Context: an optimization exercise on an open-source flow, tuned for small area, a short achievable clock period and few clock cycles. The choices shown serve that exercise and are no tape-out recipe.
The RTL was checked by simulation tests, not by an equivalence proof against the original design.

<file path="design/flow/config.mk">
export PLATFORM = sky130hd
export DESIGN_NAME = ziz_qnt
export DESIGN_NICKNAME = ziz_qnt
export VERILOG_FILES = /design/flow/design.v
export SDC_FILE = /design/flow/constraint.sdc
export NUM_CORES = 4
export LEC_CHECK = 0
export ABC_AREA = 1
export CAP_MARGIN = 20
export CORE_MARGIN = 2
export CORE_UTILIZATION = 40
export PLACE_DENSITY = 0.6
export SLEW_MARGIN = 20
</file>
<file path="design/flow/constraint.sdc">
create_clock -name core_clock -period 45.0 [get_ports {clk}]
set_input_delay 9.0000 -clock core_clock [delete_from_list [all_inputs] [get_ports {clk}]]
set_output_delay 9.0000 -clock core_clock [all_outputs]
set_load 0.01 [all_outputs]
</file>
<file path="design/flow/design.v">
module fp_round_pack (
    input  wire [23:0] x,
    input  wire [5:0]  sa,
    input  wire        sgn,
    input  wire        big,
    output wire [7:0]  byte_o,
    output wire        oor,
    output wire        decisive
);
    wire [32:0] vv   = {x, 9'd0};
    wire [32:0] y    = vv >> sa;
    wire [32:0] lost = vv & ~({33{1'b1}} << sa);
    wire [7:0]  ip   = y[8:1];
    wire        khi  = y[9];
    wire        hf   = y[0];
    wire        sk   = lost != 33'd0;
    wire [32:0] hm   = {33{1'b1}} << sa;
    wire        ones = &(lost[32:9] | hm[32:9]);
    wire        up   = hf & (sk | ip[0]);
    assign byte_o   = (ip ^ {8{sgn}}) + {7'd0, up ^ sgn};
    assign oor      = big | khi | (sgn ? ((ip != 8'd0) | up) : ((ip == 8'hFF) & up));
    assign decisive = hf ? sk : !ones;
endmodule
module fp_add (
    input  wire [31:0] a,
    input  wire [31:0] b,
    output wire [31:0] res,
    output wire        ovf
);
    wire        a_n  = a[30:23] != 8'd0;
    wire        b_n  = b[30:23] != 8'd0;
    wire [7:0]  ea   = {a[30:24], a[23] | ~a_n};
    wire [7:0]  eb   = {b[30:24], b[23] | ~b_n};
    wire        swap = b[30:0] > a[30:0];
    wire [7:0]  dab  = ea - eb;
    wire [7:0]  dba  = eb - ea;
    wire [7:0]  dexp = swap ? dba : dab;
    wire [7:0]  e_hi = swap ? eb : ea;
    wire [26:0] m_hi = swap ? {b_n, b[22:0], 3'b000} : {a_n, a[22:0], 3'b000};
    wire [26:0] m_lo = swap ? {a_n, a[22:0], 3'b000} : {b_n, b[22:0], 3'b000};
    wire        s_hi = swap ? b[31] : a[31];
    wire        esub = a[31] ^ b[31];
    wire        far  = dexp[7:5] != 3'd0;
    wire [4:0]  sha  = dexp[4:0];
    wire [26:0] sh   = m_lo >> sha;
    wire [26:0] lost = m_lo & ~({27{1'b1}} << sha);
    wire [26:0] al   = far ? 27'd0 : sh;
    wire        stk  = far ? (|m_lo) : (|lost);
    wire [26:0] al_s = {al[26:1], al[0] | stk};
    wire [27:0] sum  = esub ? ({1'b0, m_hi} - {1'b0, al_s}) : ({1'b0, m_hi} + {1'b0, al_s});
    wire [27:0] stop = (e_hi > 8'd27) ? 28'd0 : (28'd1 << (5'd27 - e_hi[4:0]));
    wire [4:0]  lz;
    fp_lzc28 u_lz (.v(sum | stop), .n(lz));
    wire [27:0] nrm  = sum << lz;
    wire [23:0] mt   = nrm[27:4];
    wire        g    = nrm[3];
    wire        st   = |nrm[2:0];
    wire        inc  = g & (st | mt[0]);
    wire [8:0]  ef   = {1'b0, e_hi} - {4'd0, lz};
    wire [31:0] pk   = {ef, 23'd0} + {8'd0, mt} + {31'd0, inc};
    wire        zero = sum == 28'd0;
    assign ovf = !zero && (pk[31:23] >= 9'd255);
    assign res = zero ? {a[31] & b[31], 31'd0} : {s_hi, pk[30:0]};
endmodule
module fp_lzc28 (
    input  wire [27:0] v,
    output wire [4:0]  n
);
    wire [31:0] x = {v, 4'hF};
    wire z16 = x[31:16] == 16'd0;
    wire [15:0] x1 = z16 ? x[15:0] : x[31:16];
    wire z8 = x1[15:8] == 8'd0;
    wire [7:0] x2 = z8 ? x1[7:0] : x1[15:8];
    wire z4 = x2[7:4] == 4'd0;
    wire [3:0] x3 = z4 ? x2[3:0] : x2[7:4];
    wire z2 = x3[3:2] == 2'd0;
    wire [1:0] x4 = z2 ? x3[1:0] : x3[3:2];
    wire z1 = ~x4[1];
    assign n = {z16, z8, z4, z2, z1};
endmodule
module fp_mul (
    input  wire              deq,
    input  wire              xs,
    input  wire signed [9:0] xe,
    input  wire [23:0]       xm,
    input  wire [7:0]        qn_i,
    input  wire [2:0]        k,
    output wire [31:0]       res,
    output wire              ovf
);
    wire [7:0]  qn = deq ? qn_i : 8'hFF;
    wire [31:0] r0 = qn[0] ? {8'd0, xm}       : 32'd0;
    wire [31:0] r1 = qn[1] ? {7'd0, xm, 1'd0} : 32'd0;
    wire [31:0] r2 = qn[2] ? {6'd0, xm, 2'd0} : 32'd0;
    wire [31:0] r3 = qn[3] ? {5'd0, xm, 3'd0} : 32'd0;
    wire [31:0] r4 = qn[4] ? {4'd0, xm, 4'd0} : 32'd0;
    wire [31:0] r5 = qn[5] ? {3'd0, xm, 5'd0} : 32'd0;
    wire [31:0] r6 = qn[6] ? {2'd0, xm, 6'd0} : 32'd0;
    wire [31:0] r7 = qn[7] ? {1'd0, xm, 7'd0} : 32'd0;
    wire [31:0] s1 = r0 ^ r1 ^ r2, c1 = ((r0 & r1) | (r0 & r2) | (r1 & r2)) << 1;
    wire [31:0] s2 = r3 ^ r4 ^ r5, c2 = ((r3 & r4) | (r3 & r5) | (r4 & r5)) << 1;
    wire [31:0] s3 = s1 ^ c1 ^ s2, c3 = ((s1 & c1) | (s1 & s2) | (c1 & s2)) << 1;
    wire [31:0] s4 = c2 ^ r6 ^ r7, c4 = ((c2 & r6) | (c2 & r7) | (r6 & r7)) << 1;
    wire [31:0] s5 = s3 ^ c3 ^ s4, c5 = ((s3 & c3) | (s3 & s4) | (c3 & s4)) << 1;
    wire [31:0] ps = s5 ^ c5 ^ c4, pc = ((s5 & c5) | (s5 & c4) | (c5 & c4)) << 1;
    wire [47:0] t0 = deq ? {16'd0, ps} : 48'd0;
    wire [47:0] t1 = deq ? {16'd0, pc} : 48'd0;
    wire [47:0] t2 = deq ? {8'd0, ps, 8'd0} : 48'd0;
    wire [47:0] t3 = deq ? {8'd0, pc, 8'd0} : 48'd0;
    wire [47:0] t4 = {ps, 16'd0};
    wire [47:0] t5 = {pc, 16'd0};
    wire [47:0] t6 = deq ? {24'd0, xm} : 48'd0;
    wire [47:0] u1 = t0 ^ t1 ^ t2, v1 = ((t0 & t1) | (t0 & t2) | (t1 & t2)) << 1;
    wire [47:0] u2 = t3 ^ t4 ^ t5, v2 = ((t3 & t4) | (t3 & t5) | (t4 & t5)) << 1;
    wire [47:0] u3 = u1 ^ v1 ^ u2, v3 = ((u1 & v1) | (u1 & u2) | (v1 & u2)) << 1;
    wire [47:0] u4 = u3 ^ v3 ^ v2, v4 = ((u3 & v3) | (u3 & v2) | (v3 & v2)) << 1;
    wire [47:0] u5 = u4 ^ v4 ^ t6, v5 = ((u4 & v4) | (u4 & t6) | (v4 & t6)) << 1;
    wire [47:0] p48;
    fp_cpa48 u_cpa (.a(u5), .b(v5), .s(p48));
    wire        top = p48[47];
    wire [23:0] m0  = top ? p48[47:24] : p48[46:23];
    wire        g0  = top ? p48[23] : p48[22];
    wire        s0  = (|p48[21:0]) | (top & p48[22]);
    wire signed [10:0] eb = $signed({xe[9], xe}) + (deq ? -$signed({8'd0, k}) : 11'sd8)
                            - (top ? 11'sd0 : 11'sd1) + 11'sd127;
    wire        sub = eb < 11'sd1;
    wire [10:0] shw = 11'sd1 - eb;
    wire [4:0]  sh  = (shw > 11'd25) ? 5'd25 : shw[4:0];
    wire [24:0] v   = {m0, g0};
    wire [24:0] vs  = sub ? (v >> sh) : v;
    wire        ls  = sub & ((v & ~({25{1'b1}} << sh)) != 25'd0);
    wire [23:0] mt  = vs[24:1];
    wire        g   = vs[0];
    wire        st  = s0 | ls;
    wire        inc = g & (st | mt[0]);
    wire [9:0]  ef  = sub ? 10'd0 : eb[9:0] - 10'd1;
    wire [32:0] pk  = {ef, 23'd0} + {9'd0, mt} + {32'd0, inc};
    wire        zero = (xm == 24'd0) | (deq & ~qn_i[7]);
    assign ovf = !zero && (pk[32:23] >= 10'd255);
    assign res = zero ? {xs & ~deq, 31'd0} : {xs, pk[30:0]};
endmodule
module fp_cpa48 (
    input  wire [47:0] a,
    input  wire [47:0] b,
    output wire [47:0] s
);
    reg [47:0] g, p;
    integer l, j;
    always @* begin
        g = a & b;
        p = a ^ b;
        for (l = 1; l < 48; l = l * 2)
            for (j = 0; j < 48; j = j + 1)
                if ((j & l) != 0) begin
                    g[j] = g[j] | (p[j] & g[(j & ~(l - 1)) - 1]);
                    p[j] = p[j] & p[(j & ~(l - 1)) - 1];
                end
    end
    assign s = (a ^ b) ^ {g[46:0], 1'b0};
endmodule
module fp_div #(
    parameter integer K = 4
) (
    input  wire [24:0]  rem,
    input  wire [23:0]  dvs,
    output reg  [24:0]  r_nx,
    output reg  [K-1:0] q_nx,
    output reg  [24:0]  r2,
    output reg  [1:0]   q2
);
    function [25:0] ksub(input [24:0] x, input [24:0] y);
        reg [24:0] g, p, gg, pp, g2, p2;
        integer l, j;
        begin
            g = x & ~y;
            p = ~(x ^ y);
            gg = g;
            pp = p;
            for (l = 1; l < 32; l = l * 2) begin
                g2 = gg;
                p2 = pp;
                for (j = l; j < 25; j = j + 1) begin
                    g2[j] = gg[j] | (pp[j] & gg[j-l]);
                    p2[j] = pp[j] & pp[j-l];
                end
                gg = g2;
                pp = p2;
            end
            ksub[0] = ~p[0];
            for (j = 1; j < 25; j = j + 1)
                ksub[j] = p[j] ^ (gg[j-1] | pp[j-1]);
            ksub[25] = gg[24] | pp[24];
        end
    endfunction
    reg [25:0] s;
    reg [24:0] r;
    integer i;
    always @* begin
        r  = rem;
        r2 = rem;
        q2 = 2'd0;
        for (i = K - 1; i >= 0; i = i - 1) begin
            s       = ksub(r, {1'b0, dvs});
            q_nx[i] = s[25];
            r       = (s[25] ? s[24:0] : r) << 1;
            if (i == K - 1) q2[1] = s[25];
            if (i == K - 2) begin q2[0] = s[25]; r2 = r; end
        end
        r_nx = r;
    end
endmodule
module ziz_qnt (
    input  wire        clk,
    input  wire        rst,
    input  wire        start,
    input  wire        op,
    input  wire [31:0] opa,
    input  wire [31:0] opb,
    input  wire [31:0] opc,
    output wire        ready,
    output reg         done,
    output reg  [31:0] res,
    output reg         oor,
    output reg  [2:0]  fcode
);
    localparam integer K  = 4;                  
    localparam integer NC = 6;                  
    localparam [2:0] S_IDLE = 3'd0,
                     S_1    = 3'd1,
                     S_2    = 3'd2,
                     S_3    = 3'd3,
                     S_DIV  = 3'd4,
                     S_LAST = 3'd5,
                     S_RND  = 3'd6;
    reg [2:0]  state;
    reg        op_r;
    reg [31:0] a_r, min_r, max_r;
    reg        ovf1, ovf2, zero2;
    reg              xs;
    reg signed [9:0] xe;
    reg [23:0]       xm;
    reg [24:0]       rem;
    reg [23:0]       dvs;
    reg [25:0]       quo;
    reg signed [9:0] tex, gex;
    reg              tsg;
    reg [3:0]        cnt;
    assign ready = (state == S_IDLE);
    wire fin_ok = (min_r[30:23] != 8'hFF) && (max_r[30:23] != 8'hFF) &&
                  (op_r || (a_r[30:23] != 8'hFF));
    wire eq_mm  = (max_r == min_r) || (max_r[30:0] == 31'd0 && min_r[30:0] == 31'd0);
    wire lt_mm  = !eq_mm && ((max_r[31] != min_r[31]) ? max_r[31] :
                  (max_r[31] ? (max_r[30:0] > min_r[30:0]) : (max_r[30:0] < min_r[30:0])));
    wire        add_x = (state == S_3) || (state == S_1 && !op_r);
    wire [31:0] add_a = add_x ? a_r : max_r;
    wire [31:0] add_b = {min_r[31] ^ (state != S_3), min_r[30:0]};
    wire [31:0] add_res;
    wire        add_ovf;
    fp_add u_add (.a(add_a), .b(add_b), .res(add_res), .ovf(add_ovf));
    wire [31:0] g_val = eq_mm ? 32'h3F800000 : add_res;
    wire        g_ovf = !eq_mm && add_ovf;
    wire [31:0] mul_res;
    wire        mul_ovf;
    fp_mul u_mul (.deq(op_r), .xs(xs), .xe(xe), .xm(xm), .qn_i(a_r[7:0]), .k(a_r[10:8]),
                  .res(mul_res), .ovf(mul_ovf));
    wire [7:0] q = a_r[7:0];
    wire [2:0] qk = q[7] ? 3'd0 : q[6] ? 3'd1 : q[5] ? 3'd2 : q[4] ? 3'd3 :
                    q[3] ? 3'd4 : q[2] ? 3'd5 : q[1] ? 3'd6 : 3'd7;
    wire [24:0]  r_nx, r_2;
    wire [K-1:0] q_nx;
    wire [1:0]   q_2;
    fp_div #(.K(K)) u_div (.rem(rem), .dvs(dvs), .r_nx(r_nx), .q_nx(q_nx),
                           .r2(r_2), .q2(q_2));
    wire x_norm = xm[23] || (xm == 24'd0);        
    wire d_norm = rem[23] && dvs[23];             
    wire d_wait = (cnt == 4'd0) && !d_norm;       
    wire signed [9:0]  t_ex = tex - gex;
    wire        hi  = quo[25];
    wire [23:0] tm0 = hi ? quo[25:2] : quo[24:1];
    wire        tg  = hi ? quo[1] : quo[0];
    wire        ts  = (hi & quo[0]) | (rem != 25'd0);
    wire        tin = tg & (ts | tm0[0]);
    wire [24:0] tm1 = {1'b0, tm0} + {24'd0, tin};
    wire [23:0] tm  = {tm1[24] | tm1[23], tm1[22:0]};
    wire signed [10:0] te = $signed({t_ex[9], t_ex}) - (hi ? 11'sd0 : 11'sd1)
                            + (tm1[24] ? 11'sd1 : 11'sd0);
    wire        t_ovf = te > 11'sd127;
    wire signed [10:0] sa_x = 11'sd31 - te;
    wire signed [10:0] sa_e = $signed({7'd0, cnt}) * K - $signed({t_ex[9], t_ex}) + 11'sd7;
    wire signed [10:0] sa_w = (state == S_RND) ? sa_x : sa_e;
    wire [5:0]  sa  = (sa_w < 11'sd0) ? 6'd0 : (sa_w > 11'sd63) ? 6'd63 : sa_w[5:0];
    wire [23:0] rx  = (state == S_RND) ? tm : quo[23:0];
    wire        big = (state == S_RND) && (te >= 11'sd8);
    wire [7:0]  r_byte;
    wire        r_oor, r_dec;
    fp_round_pack u_rnd (.x(rx), .sa(sa), .sgn(tsg), .big(big),
                         .byte_o(r_byte), .oor(r_oor), .decisive(r_dec));
    wire early = (t_ex <= 10'sd8) && r_dec;
    wire        m_nrm = mul_res[30:23] != 8'd0;
    wire        g_nrm = g_val[30:23] != 8'd0;
    wire [31:0] x_src = op_r ? g_val : add_res;
    wire        x_nrm = x_src[30:23] != 8'd0;
    reg       fin;
    reg [2:0] f_nx;
    always @* begin
        fin  = 1'b0;
        f_nx = 3'd0;
        case (state)
            S_1: begin
                fin  = !fin_ok || lt_mm;
                f_nx = fin_ok ? 3'd7 : 3'd6;
            end
            S_2: begin
                fin  = ovf1;
                f_nx = 3'd6;
            end
            S_3: begin
                fin  = 1'b1;
                f_nx = (ovf2 || add_ovf) ? 3'd6 : 3'd0;
            end
            S_DIV: begin
                fin  = ovf2 || zero2 || (!d_wait && early);
                f_nx = ovf2 ? 3'd6 : 3'd0;
            end
            S_RND: begin
                fin  = 1'b1;
                f_nx = t_ovf ? 3'd6 : 3'd0;
            end
            default: ;
        endcase
    end
    wire q_ok = (state == S_DIV) ? !(ovf2 || zero2) : !t_ovf;
    always @(posedge clk) begin
        res   <= (state == S_3 && !ovf2 && !add_ovf) ? add_res :
                 ((state == S_DIV || state == S_RND) && q_ok) ? {24'd0, r_byte} : 32'd0;
        oor   <= (state == S_DIV || state == S_RND) && q_ok && r_oor;
        fcode <= f_nx;
    end
    always @(posedge clk) begin
        if (state == S_2) begin
            xm <= xm << 1;
            xe <= xe - 10'sd1;
        end else begin
            xs <= x_src[31];
            xe <= $signed({2'b0, x_nrm ? x_src[30:23] : 8'd1}) - 10'sd127;
            xm <= {x_nrm, x_src[22:0]};
        end
        if (state == S_1)
            ovf1 <= op_r ? g_ovf : add_ovf;
        if (state == S_2) begin
            rem   <= {2'b0, m_nrm, mul_res[22:0]};
            dvs   <= {g_nrm, g_val[22:0]};
            tex   <= $signed({2'b0, mul_res[30:24], mul_res[23] | !m_nrm});
            gex   <= $signed({2'b0, g_val[30:24], g_val[23] | !g_nrm});
            tsg   <= mul_res[31];
            ovf2  <= op_r ? mul_ovf : (g_ovf || mul_ovf);
            zero2 <= mul_res[30:0] == 31'd0;
        end else if (state == S_DIV && d_wait) begin
            if (!rem[23]) begin
                rem <= rem << 1;
                tex <= tex - 10'sd1;
            end
            if (!dvs[23]) begin
                dvs <= dvs << 1;
                gex <= gex - 10'sd1;
            end
        end else if (state == S_LAST) begin
            rem <= r_2;
        end else begin
            rem <= r_nx;
        end
        if (state == S_LAST)
            quo <= {quo[23:0], q_2};
        else if (state == S_DIV && !d_wait)
            quo <= {quo[25-K:0], q_nx};
        else
            quo <= 26'd0;
        cnt <= (state == S_DIV && !d_wait) ? cnt + 4'd1 : 4'd0;
        if (state == S_IDLE) begin
            op_r  <= op;
            a_r   <= opa;
            min_r <= opb;
            max_r <= opc;
        end else if (state == S_1 && op_r) begin
            a_r[10:0] <= {qk, q << qk};
        end else if (state == S_2 && op_r && x_norm) begin
            a_r <= mul_res;
        end
    end
    always @(posedge clk) begin
        if (rst) begin
            state <= S_IDLE;
            done  <= 1'b0;
        end else begin
            done <= fin;
            if (fin)
                state <= S_IDLE;
            else
                case (state)
                    S_IDLE: if (start) state <= S_1;
                    S_1:    state <= S_2;
                    S_2:    if (x_norm) state <= op_r ? S_3 : S_DIV;
                    S_DIV:  if (cnt == NC - 1) state <= S_LAST;
                    S_LAST: state <= S_RND;
                    default: state <= S_IDLE;
                endcase
        end
    end
endmodule
</file>
<file path="design/flow/run.sh">
#!/bin/bash
# synth_recipe.tcl (not shown) runs the flow's synth.tcl, then flattens the netlist and writes it again
# the make line also repeats each setting of config.mk as NAME=value (left out here)
make -C /OpenROAD-flow-scripts/flow DESIGN_CONFIG=/design/flow/config.mk WORK_HOME=/design/flow/orfs CLKGATE_MAP_FILE= SYNTH_SCRIPT=/design/flow/synth_recipe.tcl finish
</file>
==> impl_metrics.csv, run 1 <==
group,metric,value,unit
outcome,status,"finished clean",
timing,hold_viol_final,0,
timing,finalCritPeriodShare,0.469,
die,die-width,342,um
worst_setup_path,crit_start,"dvs[0]",
synthesis,synth_xor_area_frac,0.0456,
synthesis,synth_adder_area_share,0.224,
worst_setup_path,r2r_slack,23.87,ns
synthesis,netlist_top_cells_area,"nand2_1 (14%), ha_1 (11%), fa_1 (11%)",
worst_setup_path,path_max_fanout,34,
timing,slew_headroom,0.197,
global_route,grt_util_all_layers,0.301,
timing,finalSetupViolCount,0,
clock_tree,clk_latency,0.60,ns
die,ios,138,
worst_setup_path,max_stage_delay,0.98,ns
worst_setup_path,cp_common_cell,"nand2_1",
worst_hold_path,worstHoldStart,"gex[8]",
placed_design,placed_area,0.0484,mm^2
clock_tree,cts_made_buffers,37,
synthesis,syn_avg_cell_area,6.50,um^2
synthesis,seq_area_frac_synth,0.156,
die,start_util,0.404,
layout,layout-drive-gt1-share,0.0380,
die,rows,123,
timing,clock-skew-final,0.0335,ns
timing,rsz0062_at_grt,"no",
worst_setup_path,required,45.43,ns
timing,max_freq,47.3,MHz
placed_design,gp_congestion,1.02,
route,first_iter_violations,4613,
worst_setup_path,critical_path_class,"flop to flop",
synthesis,ys.flop_type,"edfxtp_1",
timing,fin_crit,21.13,ns
route,drc_errors,0,
synthesis,syn_nets,7792,
clock_tree,hold_buffers,0,
worst_hold_path,min_path_type,"flop to flop",
global_route,grt_max_degree,70,
synthesis,synth_top_family_by_area,"simple AND/OR/NAND/NOR gates",
layout,nFillCells,12000,
run,cap_violations,0,
route,viasPerCell,5.61,
synthesis,synth-simple-area-share,0.306,
worst_setup_path,reg2reg_to,"rem[11]",
global_route,antenna_found_initial,4,
route,ant_nets,0,
worst_hold_path,holdPathStages,2,
synthesis,ys_seq_elements,274,
clock_tree,htreeDepth,2,
clock_tree,root_buffer,"clkbuf_16",
synthesis,netlist_area,0.0457,mm^2
worst_setup_path,worstPathArrival,21.55,ns
die,fp.dieArea,0.117,mm^2
clock_tree,cts.sinks,274,
timing,worstMarginPinSlew,1.20,ns
placed_design,dpl_worst_slack,24.34,ns
worst_setup_path,regToRegStartpoint,"dvs[0]",
synthesis,synth_edf_count,165,
layout,nets,7811,
route,first_pass_iters,8,
route,detail_route.wirelength,180,mm
layout,fin_area,0.0497,mm^2
global_route,first_global_vias,45400,
synthesis,synth-compound-area-share,0.147,
layout,syn_to_final_growth,8.73,%
global_route,grt_overflow_total,0,
die,die_h,342,um
worst_setup_path,cp-start-kind,"flop",
synthesis,synth_top_area_share,0.139,
route,via_count,48100,
synthesis,synth_cells,7024,
timing,tns,0,ns
worst_setup_path,rr_worst_depth,118,
clock_tree,clock_path_buffers,3,
global_route,grt_pass1_wl,273,mm
clock_tree,postCtsSetupBuffers,0,
synthesis,yosysWarnings,3,
worst_setup_path,crit_buf_inv,13,
worst_setup_path,slowest_stage,"inv_1",
layout,mostFrequentLayoutCells,"nand2_1 (1687), inv_1 (1123), nor2_1 (635)",
worst_setup_path,cp_top_family,"compound AO/OA/AOI/OAI gates",
route,routedWlPerCell,21.0,um
synthesis,async_flop_share,0,
placed_design,hpwl,148,mm
clock_tree,tritoncts,"built",
layout,layout_commonest_cell,"nand2_1",
placed_design,numPortBuffers,137,
worst_setup_path,crit_cells,118,
synthesis,synth.area.mux_share,0.00438,
die,core_area,0.113,mm^2
timing,fin_hold_ws,0.521,ns
clock_tree,cts_resized,0,
timing,drv_slew,0,
worst_hold_path,hold_end,"gex[8]",
clock_tree,clk_pin_slew,0.06,ns
synthesis,synthDistinctLibCells,78,
synthesis,synth_area_leader_cell,"nand2_1",
worst_setup_path,cp-end-kind,"flop",
timing,setup_slack,23.87,ns
[per-stage QoR]
step / utilization / instances
6_report: 0.440 / 8571
5_1_grt: 0.440 / 8570
4_1_cts: 0.439 / 8568
2_1_floorplan: - / 7024
3_5_place_dp: 0.429 / 8502
3_3_place_gp: 0.429 / 8502
[worst max-delay path by stage]
stage	end	slack (ns)
after floorplan	rem[19]	30.10
after global placement	rem[9]	24.56
after detailed placement	rem[11]	24.34
after CTS	rem[11]	24.22
after global routing	rem[9]	21.68
final	rem[11]	23.87
[cells in the mapped netlist, drive strengths merged (113+ instances only)]
library cell and count:
a21oi 300, clkbuf 127, edfxtp 165, fa 251, ha 417, inv 1162
nand2 1718, nand3 583, nand4 113, nor2 661, o21ai 538, xor2 146
[per-layer routing]
| layer | track usage | wire length, um |
|---|---|---|
| met3 | 0.0472 | 15600 |
| met5 | 0 | 17 |
| met1 | 0.416 | 77900 |
| met2 | 0.475 | 79400 |
| met4 | 0.108 | 6850 |
[sequential cells by signal, summed over array words and instances, names as in the netlist, 24 cells and up]
| register | cells |
|---|---|
| a_r | 32 |
| min_r | 32 |
| quo | 26 |
| xm | 24 |
| res | 32 |
| dvs | 24 |
| max_r | 32 |
| rem | 25 |
[cell type report]
cell class | instances | area (um^2) | area share
Multi-Input combinational cell | 5362 | 33300 | 0.670
Sequential cell | 274 | 7140 | 0.144
Inverter | 1179 | 4430 | 0.0892
Tap cell | 1500 | 1880 | 0.0378
Timing Repair Buffer | 189 | 1790 | 0.0360
Clock buffer | 47 | 1000 | 0.0202
Clock inverter | 19 | 174 | 0.00350
Antenna cell | 1 | 2.50 | 0.0000504
[tightest hold or removal path, cell delays in order (launching register included)]
cell     delay (ns)
dfxtp_1        0.35
a21oi_1        0.05
nor2_1         0.09
[kinds of logic after synthesis]
family / after synthesis
AO/OA/AOI/OAI: 1174
multiplexers: 20
XOR/XNOR: 236
AND/OR/NAND/NOR: 3264
buffers and inverters: 1388
flip-flops: 274
adder cells (fa/ha/maj): 668
Testbench counts, summed over its fixed seeds: cycles 10,197.
==> inputs of run 2 (changes only) <==
--- a/design/flow/design.v
+++ b/design/flow/design.v
@@ -86,7 +86,11 @@
     input  wire [7:0]        qn_i,
     input  wire [2:0]        k,
     output wire [31:0]       res,
-    output wire              ovf
+    output wire              ovf,
+    output wire              sub,
+    output wire [24:0]       pre,
+    output wire              pre_s,
+    output wire [9:0]        pre_e
 );
     wire [7:0]  qn = deq ? qn_i : 8'hFF;
     wire [31:0] r0 = qn[0] ? {8'd0, xm}       : 32'd0;
@@ -123,21 +127,15 @@
     wire        s0  = (|p48[21:0]) | (top & p48[22]);
     wire signed [10:0] eb = $signed({xe[9], xe}) + (deq ? -$signed({8'd0, k}) : 11'sd8)
                             - (top ? 11'sd0 : 11'sd1) + 11'sd127;
-    wire        sub = eb < 11'sd1;
-    wire [10:0] shw = 11'sd1 - eb;
-    wire [4:0]  sh  = (shw > 11'd25) ? 5'd25 : shw[4:0];
-    wire [24:0] v   = {m0, g0};
-    wire [24:0] vs  = sub ? (v >> sh) : v;
-    wire        ls  = sub & ((v & ~({25{1'b1}} << sh)) != 25'd0);
-    wire [23:0] mt  = vs[24:1];
-    wire        g   = vs[0];
-    wire        st  = s0 | ls;
-    wire        inc = g & (st | mt[0]);
-    wire [9:0]  ef  = sub ? 10'd0 : eb[9:0] - 10'd1;
-    wire [32:0] pk  = {ef, 23'd0} + {9'd0, mt} + {32'd0, inc};
+    wire        inc = g0 & (s0 | m0[0]);
+    wire [32:0] pk  = {eb[9:0] - 10'd1, 23'd0} + {9'd0, m0} + {32'd0, inc};
     wire        zero = (xm == 24'd0) | (deq & ~qn_i[7]);
-    assign ovf = !zero && (pk[32:23] >= 10'd255);
+    assign sub = !zero && (eb < 11'sd1);
+    assign ovf = !zero && !sub && (pk[32:23] >= 10'd255);
     assign res = zero ? {xs & ~deq, 31'd0} : {xs, pk[30:0]};
+    assign pre = {m0, g0};
+    assign pre_s = s0;
+    assign pre_e = eb[9:0];
 endmodule
 module fp_cpa48 (
     input  wire [47:0] a,
@@ -223,15 +221,16 @@
     output reg         oor,
     output reg  [2:0]  fcode
 );
-    localparam integer K  = 4;                  
-    localparam integer NC = 6;                  
+    localparam integer K  = 3;                  
+    localparam integer NC = 8;                  
     localparam [2:0] S_IDLE = 3'd0,
                      S_1    = 3'd1,
                      S_2    = 3'd2,
                      S_3    = 3'd3,
                      S_DIV  = 3'd4,
                      S_LAST = 3'd5,
-                     S_RND  = 3'd6;
+                     S_RND  = 3'd6,
+                     S_MS   = 3'd7;
     reg [2:0]  state;
     reg        op_r;
     reg [31:0] a_r, min_r, max_r;
@@ -244,6 +243,7 @@
     reg [25:0]       quo;
     reg signed [9:0] tex, gex;
     reg              tsg;
+    reg              ms_st;
     reg [3:0]        cnt;
     assign ready = (state == S_IDLE);
     wire fin_ok = (min_r[30:23] != 8'hFF) && (max_r[30:23] != 8'hFF) &&
@@ -260,9 +260,15 @@
     wire [31:0] g_val = eq_mm ? 32'h3F800000 : add_res;
     wire        g_ovf = !eq_mm && add_ovf;
     wire [31:0] mul_res;
-    wire        mul_ovf;
+    wire        mul_ovf, mul_sub, pre_s;
+    wire [24:0] pre;
+    wire [9:0]  pre_e;
     fp_mul u_mul (.deq(op_r), .xs(xs), .xe(xe), .xm(xm), .qn_i(a_r[7:0]), .k(a_r[10:8]),
-                  .res(mul_res), .ovf(mul_ovf));
+                  .res(mul_res), .ovf(mul_ovf), .sub(mul_sub), .pre(pre), .pre_s(pre_s),
+                  .pre_e(pre_e));
+    wire        ms_go  = tex < 10'sd1;
+    wire        ms_inc = rem[0] & (ms_st | rem[1]);
+    wire [23:0] ms_pk  = rem[24:1] + {23'd0, ms_inc};
     wire [7:0] q = a_r[7:0];
     wire [2:0] qk = q[7] ? 3'd0 : q[6] ? 3'd1 : q[5] ? 3'd2 : q[4] ? 3'd3 :
                     q[3] ? 3'd4 : q[2] ? 3'd5 : q[1] ? 3'd6 : 3'd7;
@@ -348,13 +354,22 @@
         if (state == S_1)
             ovf1 <= op_r ? g_ovf : add_ovf;
         if (state == S_2) begin
-            rem   <= {2'b0, m_nrm, mul_res[22:0]};
+            rem   <= mul_sub ? pre : {2'b0, m_nrm, mul_res[22:0]};
             dvs   <= {g_nrm, g_val[22:0]};
-            tex   <= $signed({2'b0, mul_res[30:24], mul_res[23] | !m_nrm});
+            tex   <= mul_sub ? $signed(pre_e) : $signed({2'b0, mul_res[30:24], mul_res[23] | !m_nrm});
             gex   <= $signed({2'b0, g_val[30:24], g_val[23] | !g_nrm});
             tsg   <= mul_res[31];
+            ms_st <= pre_s;
             ovf2  <= op_r ? mul_ovf : (g_ovf || mul_ovf);
-            zero2 <= mul_res[30:0] == 31'd0;
+            zero2 <= !mul_sub && mul_res[30:0] == 31'd0;
+        end else if (state == S_MS) begin
+            if (ms_go) begin
+                rem   <= rem >> 1;
+                ms_st <= ms_st | rem[0];
+                tex   <= tex + 10'sd1;
+            end else begin
+                rem   <= {1'b0, ms_pk};
+            end
         end else if (state == S_DIV && d_wait) begin
             if (!rem[23]) begin
                 rem <= rem << 1;
@@ -383,8 +398,10 @@
             max_r <= opc;
         end else if (state == S_1 && op_r) begin
             a_r[10:0] <= {qk, q << qk};
-        end else if (state == S_2 && op_r && x_norm) begin
+        end else if (state == S_2 && op_r && x_norm && !mul_sub) begin
             a_r <= mul_res;
+        end else if (state == S_MS && op_r && !ms_go) begin
+            a_r <= {tsg, 7'd0, ms_pk};
         end
     end
     always @(posedge clk) begin
@@ -399,7 +416,8 @@
                 case (state)
                     S_IDLE: if (start) state <= S_1;
                     S_1:    state <= S_2;
-                    S_2:    if (x_norm) state <= op_r ? S_3 : S_DIV;
+                    S_2:    if (x_norm) state <= mul_sub ? S_MS : op_r ? S_3 : S_DIV;
+                    S_MS:   if (!ms_go) state <= op_r ? S_3 : S_DIV;
                     S_DIV:  if (cnt == NC - 1) state <= S_LAST;
                     S_LAST: state <= S_RND;
                     default: state <= S_IDLE;
==> impl_metrics.csv, run 2 <==
group,metric,value,unit
worst_setup_path,slowest_stage,"nor2_4",
route,viasPerCell,5.56,
placed_design,numPortBuffers,137,
layout,fin_area,0.0487,mm^2
synthesis,seq_area_frac_synth,0.161,
worst_setup_path,cp-start-kind,"flop",
worst_setup_path,cp-end-kind,"flop",
timing,fin_hold_ws,0.511,ns
timing,finalSetupViolCount,0,
synthesis,netlist_top_cells_area,"nand2_1 (12%), edfxtp_1 (11%), fa_1 (11%)",
synthesis,async_flop_share,0,
synthesis,yosysMostFrequentCell,"nand2_1",
clock_tree,cts_resized,0,
timing,rsz0062_at_grt,"no",
synthesis,syn_avg_cell_area,6.57,um^2
synthesis,synth_top_area_share,0.124,
clock_tree,cts_made_buffers,38,
route,via_count,46300,
synthesis,syn_nets,7537,
clock_tree,htreeDepth,2,
layout,nets,7564,
worst_setup_path,regToRegStartpoint,"op_r",
worst_setup_path,crit_start,"op_r",
run,cap_violations,0,
outcome,status,"finished clean",
synthesis,synth_cells,6782,
synthesis,ys_seq_elements,275,
synthesis,synth_edf_count,169,
layout,mostFrequentLayoutCells,"nand2_1 (1468), inv_1 (1193), nor2_1 (646)",
synthesis,yosysWarnings,3,
synthesis,yosys-top-cells-count,"nand2_1 (1468), inv_1 (1195), nor2_1 (652), nand3_1 (555), o21ai_0 (438)",
timing,hold_viol_final,0,
synthesis,ys.flop_type,"edfxtp_1",
layout,syn_to_final_growth,9.16,%
worst_setup_path,worstPathArrival,16.99,ns
worst_setup_path,crit_cells,83,
layout,layout-drive-gt1-share,0.0421,
die,ios,138,
global_route,grt.busiest_layer,"met2",
die,fp.dieArea,0.114,mm^2
timing,drv_slew,0,
worst_setup_path,rr_worst_depth,83,
clock_tree,hold_buffers,0,
global_route,antenna_found_initial,11,
global_route,grtUsageMet1,0.427,
placed_design,hpwl,151,mm
timing,clock-skew-final,0.0469,ns
timing,tns,0,ns
worst_hold_path,min_path_type,"flop to flop",
placed_design,gp_congestion,1.00,
layout,finish.utilization,0.440,
global_route,met3_usage,0.0584,
worst_hold_path,worstHoldStart,"cnt[0]",
clock_tree,cts.sinks,275,
global_route,grt_pass1_wl,271,mm
worst_setup_path,path_max_fanout,60,
global_route,use_met2,0.495,
timing,fin_crit,16.48,ns
worst_setup_path,max_stage_delay,0.67,ns
die,rows,122,
clock_tree,clk_pin_slew,0.06,ns
route,ant_nets,0,
route,drc_errors,0,
worst_setup_path,r2r_slack,28.52,ns
worst_setup_path,crit_buf_inv,9,
die,die_h,338,um
worst_setup_path,cp_common_cell,"nand2_1",
timing,slew_headroom,0.273,
synthesis,netlist_area,0.0446,mm^2
layout,layout_commonest_cell,"nand2_1",
clock_tree,root_buffer,"clkbuf_16",
route,first_pass_iters,8,
global_route,first_global_vias,44000,
route,detail_route.wirelength,182,mm
worst_setup_path,cp_top_family,"simple AND/OR/NAND/NOR gates",
worst_setup_path,critical_path_class,"flop to flop",
global_route,grt_overflow_total,0,
die,die-width,338,um
synthesis,synth_area_leader_cell,"nand2_1",
synthesis,synthDistinctLibCells,74,
placed_design,placed_area,0.0473,mm^2
die,core_area,0.111,mm^2
timing,max_freq,60.7,MHz
route,routedWlPerCell,21.8,um
clock_tree,postCtsSetupBuffers,0,
die,start_util,0.403,
clock_tree,clk_latency,0.65,ns
worst_setup_path,required,45.52,ns
global_route,grt_util_all_layers,0.314,
timing,worstMarginPinSlew,1.09,ns
global_route,grt_max_degree,64,
route,first_iter_violations,4567,
clock_tree,clock_path_buffers,3,
worst_setup_path,endpoint,"xe[4]",
worst_setup_path,reg2reg_to,"xe[4]",
timing,finalCritPeriodShare,0.366,
clock_tree,tritoncts,"built",
## run 2: cell types whose count changed after synthesis, moves of 14 or more
cell | previous run | this run
o221ai_1 | 20 | 38
o22ai_1 | 89 | 107
a21oi_1 | 299 | 277
inv_1 | 1123 | 1195
o21ai_1 | 40 | 21
nor3_1 | 69 | 91
ha_1 | 417 | 403
nor2_2 | 17 | 38
o21ai_0 | 490 | 438
nand2_1 | 1690 | 1468
nand3_1 | 572 | 555
buf_2 | 32 | 46
## run 2: how the worst min path moves through the flow
stage,depth (start not counted),endpoint,slack [ns]
after CTS,1,cnt[0],0.50
after global routing,1,cnt[0],0.53
after global placement,1,cnt[0],0.48
final,1,cnt[0],0.51
after detailed placement,1,cnt[0],0.49
after floorplan,1,cnt[0],0.44
## run 2: cell type report
cell class | instances | area [um^2]
timing repair buffer | 201 | 1870
sequential | 275 | 7200
clock inverter | 19 | 234
antenna | 2 | 5.00
fill | 11700 | 62000
inverter | 1231 | 4620
clock buffer | 49 | 1040
tap | 1488 | 1860
multi-input combinational | 5062 | 31800
## run 2: through the flow
step / std cells / setup WS (ns)
final: 8327 / 28.52
after global routing: 8325 / 26.70
after CTS: 8322 / 28.73
after detailed placement: 8254 / 28.73
after global placement: 8250 / 28.93
after floorplan: 6782 / 32.41
## run 2: cell families after synthesis
group                      synth area share
and+or+nand+nor                       0.299
adders and majority gates             0.226
DFF                                   0.161
xor gates and xnor gates             0.0450
muxes                               0.00180
AOI/OAI and AO/OA                     0.141
buffers and inverters                 0.126
## run 2: per-layer routing
metal | up-vias | part of all wire
met2 | 1803 | 0.44
met4 | 14 | 0.042
met5 | - | 0.00051
met1 | 22000 | 0.44
met3 | 299 | 0.083
li1 | 22200 | -
## run 2: worst register-to-register path, delay by kind of cell (launching register included)
| kind | cells | cell delay (ns) |
|---|---|---|
| AOI/OAI and AO/OA | 8 | 1.83 |
| adders and majority gates | 5 | 1.50 |
| DFF | 1 | 0.32 |
| xor gates and xnor gates | 1 | 0.18 |
| buffers and inverters | 9 | 2.42 |
| and+or+nand+nor | 60 | 10.14 |
Testbench counts of run 2, summed over its fixed seeds: cycles 10,923.
==> inputs of run 3 (changes only) <==
--- a/design/flow/design.v
+++ b/design/flow/design.v
@@ -25,7 +25,8 @@
     input  wire [31:0] a,
     input  wire [31:0] b,
     output wire [31:0] res,
-    output wire        ovf
+    output wire        ovf,
+    output wire        zero
 );
     wire        a_n  = a[30:23] != 8'd0;
     wire        b_n  = b[30:23] != 8'd0;
@@ -58,7 +59,7 @@
     wire        inc  = g & (st | mt[0]);
     wire [8:0]  ef   = {1'b0, e_hi} - {4'd0, lz};
     wire [31:0] pk   = {ef, 23'd0} + {8'd0, mt} + {31'd0, inc};
-    wire        zero = sum == 28'd0;
+    assign zero = sum == 28'd0;
     assign ovf = !zero && (pk[31:23] >= 9'd255);
     assign res = zero ? {a[31] & b[31], 31'd0} : {s_hi, pk[30:0]};
 endmodule
@@ -217,7 +218,7 @@
     input  wire [31:0] opc,
     output wire        ready,
     output reg         done,
-    output reg  [31:0] res,
+    output wire [31:0] res,
     output reg         oor,
     output reg  [2:0]  fcode
 );
@@ -239,24 +240,24 @@
     reg signed [9:0] xe;
     reg [23:0]       xm;
     reg [24:0]       rem;
-    reg [23:0]       dvs;
     reg [25:0]       quo;
     reg signed [9:0] tex, gex;
     reg              tsg;
     reg              ms_st;
     reg [3:0]        cnt;
     assign ready = (state == S_IDLE);
+    wire [23:0] dvs = max_r[23:0];
+    assign res = a_r;
     wire fin_ok = (min_r[30:23] != 8'hFF) && (max_r[30:23] != 8'hFF) &&
                   (op_r || (a_r[30:23] != 8'hFF));
-    wire eq_mm  = (max_r == min_r) || (max_r[30:0] == 31'd0 && min_r[30:0] == 31'd0);
-    wire lt_mm  = !eq_mm && ((max_r[31] != min_r[31]) ? max_r[31] :
-                  (max_r[31] ? (max_r[30:0] > min_r[30:0]) : (max_r[30:0] < min_r[30:0])));
     wire        add_x = (state == S_3) || (state == S_1 && !op_r);
     wire [31:0] add_a = add_x ? a_r : max_r;
     wire [31:0] add_b = {min_r[31] ^ (state != S_3), min_r[30:0]};
     wire [31:0] add_res;
-    wire        add_ovf;
-    fp_add u_add (.a(add_a), .b(add_b), .res(add_res), .ovf(add_ovf));
+    wire        add_ovf, add_zero;
+    fp_add u_add (.a(add_a), .b(add_b), .res(add_res), .ovf(add_ovf), .zero(add_zero));
+    wire eq_mm = add_zero;
+    wire lt_mm = !add_zero && add_res[31];
     wire [31:0] g_val = eq_mm ? 32'h3F800000 : add_res;
     wire        g_ovf = !eq_mm && add_ovf;
     wire [31:0] mul_res;
@@ -292,10 +293,10 @@
                             + (tm1[24] ? 11'sd1 : 11'sd0);
     wire        t_ovf = te > 11'sd127;
     wire signed [10:0] sa_x = 11'sd31 - te;
-    wire signed [10:0] sa_e = $signed({7'd0, cnt}) * K - $signed({t_ex[9], t_ex}) + 11'sd7;
+    wire signed [10:0] sa_e = $signed({7'd0, cnt}) * K - $signed({t_ex[9], t_ex}) + 11'sd8;
     wire signed [10:0] sa_w = (state == S_RND) ? sa_x : sa_e;
     wire [5:0]  sa  = (sa_w < 11'sd0) ? 6'd0 : (sa_w > 11'sd63) ? 6'd63 : sa_w[5:0];
-    wire [23:0] rx  = (state == S_RND) ? tm : quo[23:0];
+    wire [23:0] rx  = (state == S_RND) ? tm : {quo[22:0], q_nx[K-1]};
     wire        big = (state == S_RND) && (te >= 11'sd8);
     wire [7:0]  r_byte;
     wire        r_oor, r_dec;
@@ -313,12 +314,12 @@
         f_nx = 3'd0;
         case (state)
             S_1: begin
-                fin  = !fin_ok || lt_mm;
+                fin  = !fin_ok || (op_r && lt_mm);
                 f_nx = fin_ok ? 3'd7 : 3'd6;
             end
             S_2: begin
-                fin  = ovf1;
-                f_nx = 3'd6;
+                fin  = ovf1 || (!op_r && lt_mm);
+                f_nx = (!op_r && lt_mm) ? 3'd7 : 3'd6;
             end
             S_3: begin
                 fin  = 1'b1;
@@ -336,9 +337,9 @@
         endcase
     end
     wire q_ok = (state == S_DIV) ? !(ovf2 || zero2) : !t_ovf;
+    wire [31:0] res_nx = (state == S_3 && !ovf2 && !add_ovf) ? add_res :
+                         ((state == S_DIV || state == S_RND) && q_ok) ? {24'd0, r_byte} : 32'd0;
     always @(posedge clk) begin
-        res   <= (state == S_3 && !ovf2 && !add_ovf) ? add_res :
-                 ((state == S_DIV || state == S_RND) && q_ok) ? {24'd0, r_byte} : 32'd0;
         oor   <= (state == S_DIV || state == S_RND) && q_ok && r_oor;
         fcode <= f_nx;
     end
@@ -355,7 +356,7 @@
             ovf1 <= op_r ? g_ovf : add_ovf;
         if (state == S_2) begin
             rem   <= mul_sub ? pre : {2'b0, m_nrm, mul_res[22:0]};
-            dvs   <= {g_nrm, g_val[22:0]};
+            if (x_norm) max_r[23:0] <= {g_nrm, g_val[22:0]};
             tex   <= mul_sub ? $signed(pre_e) : $signed({2'b0, mul_res[30:24], mul_res[23] | !m_nrm});
             gex   <= $signed({2'b0, g_val[30:24], g_val[23] | !g_nrm});
             tsg   <= mul_res[31];
@@ -376,7 +377,7 @@
                 tex <= tex - 10'sd1;
             end
             if (!dvs[23]) begin
-                dvs <= dvs << 1;
+                max_r[23:0] <= dvs << 1;
                 gex <= gex - 10'sd1;
             end
         end else if (state == S_LAST) begin
@@ -396,9 +397,11 @@
             a_r   <= opa;
             min_r <= opb;
             max_r <= opc;
+        end else if (fin) begin
+            a_r <= res_nx;
         end else if (state == S_1 && op_r) begin
             a_r[10:0] <= {qk, q << qk};
-        end else if (state == S_2 && op_r && x_norm && !mul_sub) begin
+        end else if (state == S_2 && op_r && x_norm) begin
             a_r <= mul_res;
         end else if (state == S_MS && op_r && !ms_go) begin
             a_r <= {tsg, 7'd0, ms_pk};
==> design/flow/flow/run.sh (new file) <==
#!/bin/bash
# The standard layout, with the resizer's setup repair aiming for 13 ns paths
# (a setup margin of 32 ns on the 45 ns clock) instead of stopping at 45 ns.
set -euo pipefail
bash standard.sh SETUP_SLACK_MARGIN=32 finish > standard.log 2>&1
==> design/flow/standard.sh (new file) <==
#!/bin/bash
# synth_recipe.tcl (not shown) runs the flow's synth.tcl, then flattens the netlist and writes it again
# the make line also repeats each setting of config.mk as NAME=value (left out here)
make -C /OpenROAD-flow-scripts/flow DESIGN_CONFIG=/design/flow/config.mk WORK_HOME=/design/flow/orfs CLKGATE_MAP_FILE= SYNTH_SCRIPT=/design/flow/synth_recipe.tcl "${@:-finish}"
removed: design/flow/run.sh
==> impl_metrics.csv, run 3 <==
group,metric,value,unit
global_route,grt_pass1_wl,268,mm
timing,max_freq,80.3,MHz
placed_design,numPortBuffers,137,
synthesis,synth_cells,6760,
timing,worstMarginPinSlew,1.26,ns
global_route,grt_overflow_total,0,
timing,finalSetupViolCount,0,
synthesis,yosys-top-cells-count,"nand2_1 (1514), inv_1 (1171), nor2_1 (672), nand3_1 (616), o21ai_0 (432)",
synthesis,netlist_top_cells_area,"nand2_1 (13%), fa_1 (12%), ha_1 (11%)",
die,die_h,332,um
layout,layout_commonest_cell,"nand2_1",
die,fp.dieArea,0.110,mm^2
layout,nFillCells,11100,
layout,mostFrequentLayoutCells,"nand2_1 (1447), inv_1 (1136), nor2_1 (605)",
route,viasPerCell,5.70,
die,start_util,0.403,
placed_design,hpwl,141,mm
layout,layout-drive-gt1-share,0.126,
worst_setup_path,r2r_slack,32.54,ns
synthesis,yosysMostFrequentCell,"nand2_1",
synthesis,syn_avg_cell_area,6.37,um^2
synthesis,synth_area_leader_cell,"nand2_1",
timing,fin_crit,12.46,ns
global_route,first_global_vias,44200,
worst_setup_path,cp-start-kind,"flop",
layout,syn_to_final_growth,19.4,%
route,wl_met1,75.2,mm
route,maxUsedRoutingLayer,"met5",
timing,clock-skew-final,0.0575,ns
synthesis,synth_edf_count,145,
synthesis,ys.flop_type,"edfxtp_1",
synthesis,ys_seq_elements,219,
worst_setup_path,path_max_fanout,12,
outcome,status,"finished clean",
clock_tree,clk_latency,0.66,ns
worst_setup_path,crit_start,"op_r",
timing,hold_viol_final,0,
global_route,grt_max_degree,86,
die,die-width,332,um
route,first_iter_violations,5810,
timing,drv_slew,0,
synthesis,syn_nets,7484,
synthesis,seq_area_frac_synth,0.136,
route,drc_errors,0,
clock_tree,cts_made_buffers,31,
route,wl_met3,18.9,mm
timing,rsz0062_at_grt,"no",
clock_tree,clk_pin_slew,0.06,ns
worst_setup_path,regToRegStartpoint,"op_r",
clock_tree,clock_path_buffers,3,
worst_hold_path,min_path_type,"flop to flop",
worst_setup_path,worstPathArrival,12.91,ns
placed_design,gp_congestion,1.03,
worst_setup_path,rr_worst_depth,65,
timing,tns,0,ns
route,via_count,48200,
die,ios,138,
route,routedWlPerCell,21.6,um
die,rows,120,
worst_setup_path,critical_path_class,"flop to flop",
timing,finalCritPeriodShare,0.277,
clock_tree,tritoncts,"built",
route,detail_route.wirelength,183,mm
clock_tree,htreeDepth,1,
synthesis,async_flop_share,0,
clock_tree,cts.sinks,219,
synthesis,synth_top_area_share,0.132,
global_route,grt_util_all_layers,0.311,
run,cap_violations,0,
synthesis,synthDistinctLibCells,72,
worst_setup_path,endpoint,"zero2",
worst_setup_path,slowest_stage,"fa_1",
worst_setup_path,cp-end-kind,"flop",
worst_setup_path,reg2reg_to,"zero2",
layout,nets,7755,
die,core_area,0.107,mm^2
clock_tree,root_buffer,"clkbuf_16",
layout,finish.utilization,0.481,
synthesis,netlist_area,0.0430,mm^2
route,ant_nets,0,
worst_setup_path,max_stage_delay,0.59,ns
global_route,antenna_found_initial,8,
layout,reg_top3,"a_r x32, max_r x32, min_r x32",
route,wl_met2,79.6,mm
timing,slew_headroom,0.161,
synthesis,yosysWarnings,3,
worst_setup_path,required,45.45,ns
route,first_pass_iters,14,
## run 3: kinds of logic after synthesis
kind of cell    synth area share
compound gates             0.146
simple gates               0.314
fa+ha+maj                  0.225
xor+xnor                  0.0500
buf+inv                    0.128
mux                     0.000930
flops                      0.136
## run 3: per-stage QoR
| stage | hold WS [ns] | cells | area (um^2) | setup slack (ns) |
|---|---|---|---|---|
| after floorplan | 0.430 | 6760 | 43000 | 32.42 |
| after global placement | 0.463 | 8134 | 45600 | 27.89 |
| after detailed placement | 0.467 | 8134 | 45600 | 27.88 |
| after CTS | 0.481 | 8269 | 48000 | 32.01 |
| after global routing | 0.499 | 8459 | 51400 | 31.76 |
| final | 0.478 | 8460 | 51400 | 32.54 |
## run 3: layer usage
layer | vias to the layer above | global-route usage
li1 | 22500 | -
met1 | 22700 | 0.423
met2 | 2441 | 0.481
met3 | 482 | 0.0589
met4 | 8 | 0.133
met5 | - | 0
## run 3: what timing repair did
| action | 4_1_cts | 5_1_grt |
|---|---|---|
| endpoints found under the setup margin | 174 | 166 |
| resized for setup | 170 | 445 |
| cloned | 26 | 21 |
| setup buffers | 52 | 168 |
| hold buffers | 0 | 0 |
| pin swaps | 29 | 191 |
## run 3: critical path, delay by kind of cell (launching register included)
kind / cells / cell delay, ns
and+or+nand+nor: 27 / 3.27
DFF: 1 / 0.34
buffers and inverters: 15 / 1.39
AOI/OAI and AO/OA: 9 / 1.32
xor gates and xnor gates: 1 / 0.25
adders and majority gates: 13 / 5.72
## run 3: worst min path at each step
stage	start	to	slack [ns]	cells after the start
after global placement	cnt[0]	cnt[0]	0.46	1
after floorplan	cnt[0]	cnt[0]	0.43	1
after detailed placement	cnt[0]	cnt[0]	0.47	1
after CTS	cnt[0]	cnt[0]	0.48	1
after global routing	cnt[0]	cnt[0]	0.50	1
final	cnt[0]	cnt[0]	0.48	1
## run 3: cell type report
cell class / instances / area [um^2] / area share
multi-input combinational: 5143 / 34100 / 0.663
antenna: 2 / 5.00 / 0.0000974
sequential: 219 / 5840 / 0.114
inverter: 1214 / 4700 / 0.0915
clock buffer: 36 / 827 / 0.0161
clock inverter: 21 / 174 / 0.00338
timing repair buffer: 413 / 3960 / 0.0771
timing repair inverter: 9 / 67.6 / 0.00131
tap: 1403 / 1760 / 0.0342
Testbench counts of run 3, summed over its fixed seeds: cycles 10,693.
==> inputs of run 4 (changes only) <==
--- a/design/flow/design.v
+++ b/design/flow/design.v
@@ -88,12 +88,13 @@
     input  wire [2:0]        k,
     output wire [31:0]       res,
     output wire              ovf,
+    output wire              zero,
     output wire              sub,
     output wire [24:0]       pre,
     output wire              pre_s,
     output wire [9:0]        pre_e
 );
-    wire [7:0]  qn = deq ? qn_i : 8'hFF;
+    wire [7:0]  qn = qn_i;
     wire [31:0] r0 = qn[0] ? {8'd0, xm}       : 32'd0;
     wire [31:0] r1 = qn[1] ? {7'd0, xm, 1'd0} : 32'd0;
     wire [31:0] r2 = qn[2] ? {6'd0, xm, 2'd0} : 32'd0;
@@ -127,10 +128,10 @@
     wire        g0  = top ? p48[23] : p48[22];
     wire        s0  = (|p48[21:0]) | (top & p48[22]);
     wire signed [10:0] eb = $signed({xe[9], xe}) + (deq ? -$signed({8'd0, k}) : 11'sd8)
-                            - (top ? 11'sd0 : 11'sd1) + 11'sd127;
+                            - (top ? 11'sd0 : 11'sd1);
     wire        inc = g0 & (s0 | m0[0]);
     wire [32:0] pk  = {eb[9:0] - 10'd1, 23'd0} + {9'd0, m0} + {32'd0, inc};
-    wire        zero = (xm == 24'd0) | (deq & ~qn_i[7]);
+    assign zero = (xm == 24'd0) | ~qn_i[7];
     assign sub = !zero && (eb < 11'sd1);
     assign ovf = !zero && !sub && (pk[32:23] >= 10'd255);
     assign res = zero ? {xs & ~deq, 31'd0} : {xs, pk[30:0]};
@@ -261,11 +262,11 @@
     wire [31:0] g_val = eq_mm ? 32'h3F800000 : add_res;
     wire        g_ovf = !eq_mm && add_ovf;
     wire [31:0] mul_res;
-    wire        mul_ovf, mul_sub, pre_s;
+    wire        mul_ovf, mul_sub, mul_zero, pre_s;
     wire [24:0] pre;
     wire [9:0]  pre_e;
     fp_mul u_mul (.deq(op_r), .xs(xs), .xe(xe), .xm(xm), .qn_i(a_r[7:0]), .k(a_r[10:8]),
-                  .res(mul_res), .ovf(mul_ovf), .sub(mul_sub), .pre(pre), .pre_s(pre_s),
+                  .res(mul_res), .ovf(mul_ovf), .zero(mul_zero), .sub(mul_sub), .pre(pre), .pre_s(pre_s),
                   .pre_e(pre_e));
     wire        ms_go  = tex < 10'sd1;
     wire        ms_inc = rem[0] & (ms_st | rem[1]);
@@ -349,7 +350,7 @@
             xe <= xe - 10'sd1;
         end else begin
             xs <= x_src[31];
-            xe <= $signed({2'b0, x_nrm ? x_src[30:23] : 8'd1}) - 10'sd127;
+            xe <= $signed({2'b0, x_nrm ? x_src[30:23] : 8'd1});
             xm <= {x_nrm, x_src[22:0]};
         end
         if (state == S_1)
@@ -362,7 +363,7 @@
             tsg   <= mul_res[31];
             ms_st <= pre_s;
             ovf2  <= op_r ? mul_ovf : (g_ovf || mul_ovf);
-            zero2 <= !mul_sub && mul_res[30:0] == 31'd0;
+            zero2 <= mul_zero;
         end else if (state == S_MS) begin
             if (ms_go) begin
                 rem   <= rem >> 1;
@@ -399,8 +400,8 @@
             max_r <= opc;
         end else if (fin) begin
             a_r <= res_nx;
-        end else if (state == S_1 && op_r) begin
-            a_r[10:0] <= {qk, q << qk};
+        end else if (state == S_1) begin
+            a_r[10:0] <= op_r ? {qk, q << qk} : {3'd0, 8'hFF};
         end else if (state == S_2 && op_r && x_norm) begin
             a_r <= mul_res;
         end else if (state == S_MS && op_r && !ms_go) begin
==> impl_metrics.csv, run 4 <==
group,metric,value,unit
outcome,status,"finished clean",
synthesis,netlist_area,0.0431,mm^2
global_route,antenna_found_initial,5,
global_route,grt_max_degree,68,
worst_setup_path,path_max_fanout,7,
layout,reg_top3,"a_r x32, max_r x32, min_r x32",
timing,tns,0,ns
placed_design,placed_cells,8191,
worst_hold_path,min_path_type,"flop to flop",
worst_hold_path,holdPathStages,1,
worst_setup_path,critical_path_class,"flop to flop",
global_route,grt_overflow_total,0,
clock_tree,root_buffer,"clkbuf_16",
synthesis,yosysMostFrequentCell,"nand2_1",
synthesis,ys_seq_elements,219,
clock_tree,tritoncts,"built",
worst_setup_path,slowest_stage,"fa_2",
die,ios,138,
layout,finish.utilization,0.476,
layout,layout_commonest_cell,"nand2_1",
die,die_h,332,um
run,cap_violations,0,
worst_setup_path,crit_start,"a_r[0]",
timing,finalCritPeriodShare,0.277,
worst_hold_path,worstHoldStart,"cnt[0]",
worst_setup_path,regToRegStartpoint,"a_r[0]",
placed_design,gp_congestion,1.04,
worst_setup_path,worstPathArrival,12.91,ns
timing,finalSetupViolCount,0,
synthesis,netlist_top_cells_area,"nand2_1 (14%), fa_1 (12%), inv_1 (11%)",
die,start_util,0.403,
clock_tree,cts.sinks,219,
worst_setup_path,max_stage_delay,0.58,ns
timing,clock-skew-final,0.0288,ns
worst_setup_path,rr_worst_depth,75,
placed_design,dpl_worst_slack,28.19,ns
timing,drv_slew,0,
synthesis,synth_cells,6831,
die,fp.dieArea,0.111,mm^2
worst_setup_path,cp-start-kind,"flop",
route,ant_nets,0,
layout,mostFrequentLayoutCells,"nand2_1 (1584), inv_1 (1239), nand3_1 (569)",
clock_tree,clock_path_buffers,3,
die,rows,120,
layout,nFillCells,11200,
route,drc_errors,0,
synthesis,seq_area_frac_synth,0.135,
die,core_area,0.107,mm^2
worst_setup_path,cp_common_cell,"nand2_2",
synthesis,synth_top_area_share,0.145,
worst_setup_path,reg2reg_to,"tex[5]",
timing,fin_crit,12.48,ns
die,die-width,332,um
global_route,grt_util_all_layers,0.316,
synthesis,yosys-top-cells-count,"nand2_1 (1662), inv_1 (1272), nand3_1 (588), nor2_1 (539), o21ai_0 (441)",
global_route,grt_pass1_wl,270,mm
worst_setup_path,cp-end-kind,"flop",
timing,worstMarginPinSlew,1.17,ns
placed_design,hpwl,144,mm
timing,slew_headroom,0.217,
synthesis,yosysWarnings,3,
worst_setup_path,required,45.44,ns
route,via_count,47500,
clock_tree,htreeDepth,1,
route,detail_route.wirelength,186,mm
clock_tree,cts_made_buffers,30,
route,routedWlPerCell,21.9,um
synthesis,ys.flop_type,"edfxtp_1",
worst_setup_path,endpoint,"tex[5]",
synthesis,async_flop_share,0,
synthesis,syn_avg_cell_area,6.32,um^2
timing,max_freq,80.2,MHz
layout,layout-drive-gt1-share,0.117,
timing,setup_slack,32.52,ns
layout,stdcell_count,8457,
synthesis,synth_area_leader_cell,"nand2_1",
clock_tree,clk_pin_slew,0.06,ns
timing,hold_viol_final,0,
placed_design,numPortBuffers,137,
clock_tree,clk_latency,0.62,ns
layout,nets,7746,
worst_setup_path,r2r_slack,32.52,ns
route,viasPerCell,5.62,
layout,syn_to_final_growth,18.2,%
route,first_iter_violations,5294,
timing,rsz0062_at_grt,"no",
synthesis,synth_edf_count,145,
synthesis,synthDistinctLibCells,75,
route,first_pass_iters,9,
synthesis,syn_nets,7548,
global_route,first_global_vias,43700,
[run 4: kinds of logic after synthesis]
group | after synthesis | synth area share
simple gates | 3116 | 0.308
buf+inv | 1555 | 0.140
compound gates | 1087 | 0.145
fa+ha+maj | 617 | 0.222
xor+xnor | 235 | 0.0477
flops | 219 | 0.135
mux | 2 | 0.000464
[run 4: layout make-up]
cell class | count | area [um^2] | share of cell area
clock inverters | 18 | 213 | 0.00417
multi-input cells | 5076 | 33400 | 0.655
repair buffers | 394 | 3860 | 0.0757
repair inverters | 4 | 32.5 | 0.000638
flip-flops and latches | 219 | 5840 | 0.114
inverters | 1304 | 5030 | 0.0987
well taps | 1403 | 1760 | 0.0344
clock buffers | 38 | 853 | 0.0167
diodes | 1 | 2.50 | 0.0000491
[run 4: per-layer routing]
layer	part of all wire	track usage
met5	0	0
met4	0.055	0.137
met3	0.089	0.0434
met2	0.44	0.501
met1	0.41	0.428
[run 4: through the flow]
| stage | hold slack (ns) | area, um^2 |
|---|---|---|
| after floorplan | 0.430 | 43100 |
| after global placement | 0.456 | 45700 |
| after detailed placement | 0.466 | 45700 |
| after CTS | 0.479 | 48100 |
| after global routing | 0.524 | 51000 |
| final | 0.472 | 51000 |
[run 4: how the worst min path moves through the flow]
stage / slack (ns) / endpoint
after global routing: 0.52 / cnt[0]
after detailed placement: 0.47 / cnt[0]
after global placement: 0.46 / cnt[0]
after floorplan: 0.43 / cnt[0]
after CTS: 0.48 / cnt[0]
final: 0.47 / cnt[0]
[run 4: timing repair]
action	4_1_cts	5_1_grt
gates cloned	15	23
gates resized for setup	174	397
setup buffers	55	116
hold endpoints to repair	0	0
hold buffers	0	0
pin swaps	41	165
endpoints found under the setup margin	171	169
[run 4: critical path: cells and delay by family, from the launching register on]
kind / cells / cell delay [ns]
XOR/XNOR: 1 / 0.18
AO/OA/AOI/OAI: 8 / 1.22
adder cells (fa/ha/maj): 12 / 5.28
AND/OR/NAND/NOR: 38 / 3.37
flip-flops: 1 / 0.50
buffers and inverters: 16 / 1.73
Testbench counts of run 4, summed over its fixed seeds: cycles 10,693.

[re-timing with driven ports]
The flow's constraints put no driver on any port. The routed layouts listed below were extracted and timed again, unchanged, in two steps. Step 1: set_driving_cell puts a clkbuf_16 on clk and a buf_2 on each other input, an assumption about the parent block. Step 2, shift: input delay + t, output delay - t, t = (earliest + latest rising clock arrival at the registers) / 2. This alone moves slack from input paths to output paths. Slacks: ideal / step 1 / step 2; pairs: ideal / step 1.
run | t, ns | setup WS [ns] | hold WS [ns] | worst setup path after step 2 | pins driven straight from the clock port
run 1 | 0.653 | 23.873 / 23.873 / 23.873 | 0.521 / 0.521 / 0.521 | register to register | 1
run 2 | 0.688 | 28.524 / 28.524 / 28.524 | 0.511 / 0.511 / 0.511 | register to register | 1
run 3 | 0.700 | 32.540 / 32.540 / 32.540 | 0.478 / 0.478 / 0.478 | register to register | 1
run 4 | 0.665 | 32.525 / 32.525 / 32.525 | 0.472 / 0.472 / 0.472 | register to register | 1
After both steps setup and hold are still met in every run listed.
